What follows belongs to an exercise in optimizing a design on an open flow for small area, a short achievable clock period and few clock cycles per item; a production flow would make more cautious choices. In this exercise RTL edits were held to simulation tests only and were not proved equivalent to the original.

$ cat flow/design.v
module lpc_synth (
    input  wire        clk,
    input  wire        rst,           
    input  wire        cfg_we,
    input  wire [5:0]  cfg_addr,
    input  wire [15:0] cfg_wdata,
    output reg  [15:0] cfg_rdata,
    input  wire        in_valid,
    output wire        in_ready,
    input  wire [15:0] in_data,
    output reg         out_valid,
    input  wire        out_ready,
    output reg  [15:0] out_data,
    output reg  [15:0] out_lo,
    output wire        idle
);
    localparam ST_IDLE = 2'd0;
    localparam ST_MAC  = 2'd1;
    localparam ST_FIN  = 2'd2;
    reg        [3:0]  order;
    reg               arrnd;
    reg signed [15:0] coef [1:12];    
    reg signed [15:0] fshi [0:11];    
    reg signed [15:0] fslo [0:11];    
    reg        [1:0]  state;
    reg        [3:0]  tap;            
    reg signed [31:0] acc_hi;
    reg signed [31:0] acc_lo;
    integer k;
    assign in_ready = (state == ST_IDLE) && !out_valid;
    assign idle     = (state == ST_IDLE) && !out_valid;
    always @(*) begin
        cfg_rdata = 16'h0000;
        if (cfg_addr == 6'd0)
            cfg_rdata = {11'b0, arrnd, order};
        else if (cfg_addr >= 6'd1 && cfg_addr <= 6'd12)
            cfg_rdata = coef[cfg_addr[3:0]];
        else if (cfg_addr >= 6'd16 && cfg_addr <= 6'd27)
            cfg_rdata = fshi[cfg_addr[3:0]];
        else if (cfg_addr >= 6'd32 && cfg_addr <= 6'd43)
            cfg_rdata = fslo[cfg_addr[3:0]];
    end
    wire signed [15:0] a_j    = coef[tap];
    wire signed [15:0] h_j    = fshi[4'd12 - tap];
    wire signed [15:0] l_j    = fslo[4'd12 - tap];
    wire signed [31:0] prod_h = a_j * h_j;
    wire signed [31:0] prod_l = a_j * l_j;
    wire signed [31:0] o_fin   = acc_hi + (acc_lo >>> 12);
    wire signed [31:0] o_rnd   = o_fin + (arrnd ? 32'sd2048 : 32'sd0);
    wire signed [31:0] o_shift = o_rnd >>> 12;
    wire        [15:0] y_fin   = o_shift[15:0];
    wire        [15:0] ylo_fin = o_fin[15:0] - {y_fin[3:0], 12'b0};
    always @(posedge clk) begin
        if (rst) begin
            order     <= 4'd12;
            arrnd     <= 1'b0;
            for (k = 1; k <= 12; k = k + 1)
                coef[k] <= 16'sd0;
            for (k = 0; k < 12; k = k + 1) begin
                fshi[k] <= 16'sd0;
                fslo[k] <= 16'sd0;
            end
            state     <= ST_IDLE;
            tap       <= 4'd1;
            out_valid <= 1'b0;
            out_data  <= 16'h0000;
            out_lo    <= 16'h0000;
        end else begin
            if (out_valid && out_ready)
                out_valid <= 1'b0;
            case (state)
            ST_IDLE: begin
                if (cfg_we) begin
                    if (cfg_addr == 6'd0) begin
                        if (cfg_wdata[3:0] >= 4'd1 && cfg_wdata[3:0] <= 4'd12) begin
                            order <= cfg_wdata[3:0];
                            arrnd <= cfg_wdata[4];
                        end
                    end else if (cfg_addr >= 6'd1 && cfg_addr <= 6'd12)
                        coef[cfg_addr[3:0]] <= cfg_wdata;
                    else if (cfg_addr >= 6'd16 && cfg_addr <= 6'd27)
                        fshi[cfg_addr[3:0]] <= cfg_wdata;
                    else if (cfg_addr >= 6'd32 && cfg_addr <= 6'd43)
                        fslo[cfg_addr[3:0]] <= cfg_wdata;
                end
                if (in_valid && in_ready) begin
                    acc_hi <= {{4{in_data[15]}}, in_data, 12'b0};
                    acc_lo <= 32'sd0;
                    tap    <= 4'd1;
                    state  <= ST_MAC;
                end
            end
            ST_MAC: begin
                acc_hi <= acc_hi - prod_h;
                acc_lo <= acc_lo - prod_l;
                if (tap == order)
                    state <= ST_FIN;
                else
                    tap <= tap + 4'd1;
            end
            ST_FIN: begin
                for (k = 0; k < 11; k = k + 1) begin
                    fshi[k] <= fshi[k+1];
                    fslo[k] <= fslo[k+1];
                end
                fshi[11]  <= y_fin;
                fslo[11]  <= ylo_fin;
                out_data  <= y_fin;
                out_lo    <= ylo_fin;
                out_valid <= 1'b1;
                state     <= ST_IDLE;
            end
            default: state <= ST_IDLE;
            endcase
        end
    end
endmodule
$ cat flow/constraint.sdc
create_clock -name core_clock -period 10.0 [get_ports {clk}]
set_input_delay 2.0000 -clock core_clock [delete_from_list [all_inputs] [get_ports {clk}]]
set_output_delay 2.0000 -clock core_clock [all_outputs]
set_load 0.01 [all_outputs]
$ cat flow/run.sh
#!/bin/bash
# synth_recipe.tcl (not shown) runs the flow's synth.tcl, then flattens the netlist and writes it again
# the make line also repeats each setting of config.mk as NAME=value (left out here)
make -C /OpenROAD-flow-scripts/flow DESIGN_CONFIG=/design/flow/config.mk WORK_HOME=/design/flow/orfs CLKGATE_MAP_FILE= SYNTH_SCRIPT=/design/flow/synth_recipe.tcl finish
$ cat flow/config.mk
export PLATFORM = sky130hd
export DESIGN_NAME = lpc_synth
export DESIGN_NICKNAME = lpc_synth
export VERILOG_FILES = /design/flow/design.v
export SDC_FILE = /design/flow/constraint.sdc
export NUM_CORES = 4
export LEC_CHECK = 0
export CAP_MARGIN = 20
export CORE_MARGIN = 2
export CORE_UTILIZATION = 40
export SLEW_MARGIN = 20
==> impl_metrics.json <==
{
  "synth-seq-cells": 875,
  "rsz0062_at_grt": "no",
  "clk_root_buffer_cell": "clkbuf_16",
  "worstPathMaxFanout": 38,
  "worstMarginPinSlew_ns": 1.193,
  "syn_area_um2": 66680,
  "grt_util_met2": 0.4001,
  "fmax_mhz": 113.8,
  "synth_top_family_by_area": "adder cells",
  "synthDistinctLibCells": 91,
  "final.setup.tns_ns": 0,
  "synthTopCellsByArea": "edfxtp_1 (37%), fa_1 (17%), mux4_2 (13%), a22o_1 (4.7%), inv_1 (4.2%)",
  "crit_path_start": "tap[1]",
  "place.gp.congestion": 0.9170,
  "synth-edff-count": 828,
  "rr_worst_depth": 25,
  "drt_wl_total_um": 210000,
  "placed_area_um2": 71050,
  "synthAdderAreaFrac": 0.2066,
  "grt_pass1_vias": 46575,
  "hold_viol_final": 0,
  "met3_usage": 0.05588,
  "core_um2": 165200,
  "grt_pass1_wl_um": 312200,
  "cts_tree": "done",
  "die_w_um": 412.3,
  "vias_per_cell": 5.780,
  "first_iter_violations": 5375,
  "clkSinkCount": 875,
  "ys.flop_type": "edfxtp_1",
  "synth-simple-area-share": 0.09180,
  "start_util": 0.4037,
  "grt.overflow.total": 0,
  "hold_class": "flip-flop to flip-flop",
  "drv_slew": 0,
  "post-route-period-util": 0.8789,
  "drive_above_1_share": 0.1515,
  "r2r-start": "tap[1]",
  "grt_antenna_before_repair": 9,
  "crit_arrival_ns": 9.24,
  "routedWlPerCell_um": 26.58,
  "fin_skew_ns": 0.04554,
  "clock_tree.buffer_depth": 3,
  "grt_usage": 0.2500,
  "post_cts_buffers": 0,
  "htree_num_levels": 3,
  "place_hpwl_um": 148900,
  "ys_seq_area_frac": 0.3870,
  "setup_viol": 0,
  "avgSynthCellArea_um2": 12.21,
  "areaGrowthSynthToFinish_pct": 11.54,
  "synthArstFlopShare": 0,
  "grt_max_degree": 179,
  "gr-max-usage-layer": "met2",
  "first_pass_iters": 6,
  "synth_cells": 5463,
  "startpoint_type": "flip-flop",
  "synth_top_area_share": 0.3729,
  "worst_setup_path_end_kind": "flip-flop",
  "numPortBuffers": 93,
  "vias": 45667,
  "final_area_um2": 74370,
  "critical_path_required_ns": 10.45,
  "fp.dieH_um": 412.3,
  "yosys.area.top_type": "edfxtp_1",
  "synthMuxAreaShare": 0.1419,
  "path_clk_slew_ns": 0.06,
  "die_area_um2": 170000,
  "drv_cap": 0,
  "maxSlewHeadroom": 0.1992,
  "drc": 0,
  "worst_hold_startpoint": "out_data[12]",
  "period_minus_slack_ns": 8.789,
  "ctsHoldBuffers": 0,
  "fin_nets": 6442,
  "antenna_left": 0,
  "synth-compound-area-share": 0.08863,
  "num_rows": 149,
  "synthXorXnorAreaFrac": 0.01830,
  "ios": 94,
  "ctsResizeCount": 0,
  "grtUsageMet1": 0.3362,
  "synth_warnings": 1,
  "status": "timing/DRC/antenna clean",
  "cts_buffers": 96,
  "worstSetupPathType": "flip-flop to flip-flop",
  "clock_latency_ns": 0.74,
  "hold_depth": 2
}
[critical path, cell delays in order, from the launching register on]
cell and delay, ns:
dfxtp_1 0.41, inv_1 0.11, ha_4 0.78, buf_4 0.35, mux4_2 0.34, nand2_1 0.09
nand3_1 0.07, o21ai_1 0.62, nor2_1 0.17, fa_1 0.57, inv_1 0.05, fa_1 0.48
fa_1 0.56, fa_1 0.43, fa_1 0.49, inv_1 0.05, fa_1 0.47, inv_1 0.04
ha_1 0.35, a211oi_1 0.32, a31oi_1 0.17, a311o_1 0.41, a31o_2 0.29, a2111oi_0 0.56
o21ai_0 0.13, nor3b_1 0.16
[Yosys cell counts (all sizes together), types with 65 or more instances]
cell	count
and2	247
fa	558
buf	119
xnor2	84
nand2	472
o21ai	166
nor2	348
a22o	356
mux4	385
ha	208
inv	754
edfxtp	828
nand2b	65
a21oi	70
clkbuf	260
[path summary, 6_finish.rpt]
| check | to | slack (ns) |
|---|---|---|
| setup / recovery | acc_lo[24] | 1.21 |
| hold / removal | out_data[12] | 0.46 |
| setup reg to reg | acc_lo[24] | 1.21 |
| hold reg to reg | out_data[12] | 0.46 |
[sequential cells by signal, summed over array words and instances (netlist names), 4 cells and up, named ones only]
signal / cells
tap: 4
out_data: 16
order: 4
fshi: 256
out_lo: 15
coef: 256
acc_hi: 28
acc_lo: 32
fslo: 256
[per-stage QoR]
stage | util | std cells | hold slack (ns) | worst slack [ns]
after floorplan | - | 5654 | 0.4710 | 0.3618
after global placement | 0.4297 | 7719 | 0.4447 | 1.449
after detailed placement | 0.4301 | 7722 | 0.4464 | 1.310
after CTS | 0.4498 | 7898 | 0.4586 | 1.306
after global routing | 0.4502 | 7900 | 0.4891 | 0.7714
final | 0.4502 | 7901 | 0.4565 | 1.211
[cell usage in the layout, fill, tap and decap left out, drive strengths merged, types with 12 or more instances in the layout]
cell           instances
nand2b                65
nand3                 38
dfxtp                 47
clkinv                41
clkbuf               117
a21oi                 70
o21ai                166
o22ai                 28
nor3                  34
conb                 192
mux2                  40
clkdlybuf4s50         72
or2                   26
fa                   558
buf                  188
o211ai                12
mux2i                 33
a22o                 356
mux4                 385
inv                  758
nor2                 348
xor2                  51
nand2                472
o21a                  30
nor2b                 15
xnor2                 84
and2                 247
edfxtp               828
ha                   208
a21o                  42
o31ai                 12
[final cells by class]
class / instances / area (um^2)
sequential: 875 / 25810
antenna: 1 / 2.502
fill: 15087 / 90810
clock buffer: 117 / 2542
inverter: 756 / 2838
clock inverter: 59 / 708.2
multi-input combinational: 3644 / 37480
tap: 2189 / 2739
timing repair buffer: 260 / 2248
[cells by family after synthesis]
kind of cell | Yosys count
mux | 458
other cells | 1
flops | 875
buf+inv | 1135
compound gates | 792
fa+ha+maj | 766
xor+xnor | 136
simple gates | 1300
[layer usage]
metal | up-vias | wire length, um
met4 | 6 | 7717
met3 | 378 | 20310
met1 | 23777 | 83160
met2 | 2225 | 98760
met5 | - | 37
li1 | 19281 | -
Testbench counts, summed over its fixed seeds: cycles 64,560, items 5,120.

## separate check: timing with driven ports
The results above use ideal ports. As a check the final layout listed here was re-extracted and re-timed, cells and wires unchanged.
Step 1 assumes that a clkbuf_16 drives the clock port and a buf_2 every other input.
Step 2 adds t to the input delays and takes it off the output delays; t is the mean of the earliest and latest rising clock arrival at the registers after step 1. Input paths then give back, and output paths get back, about the clock's delay inside the block.
a / b / c = ideal ports / drivers / drivers and shift; a / b = the first two.
t, ns: 0.802
setup slack, ns: 1.211 / 1.211 / 1.211
latest minus earliest clock arrival (ns): 0.048 / 0.048
pins driven straight from the clock port: 1
After both steps this run still meets setup and hold. For this run, drivers alone change the setup slack by 0.000 ns; drivers and shift together by 0.000 ns.
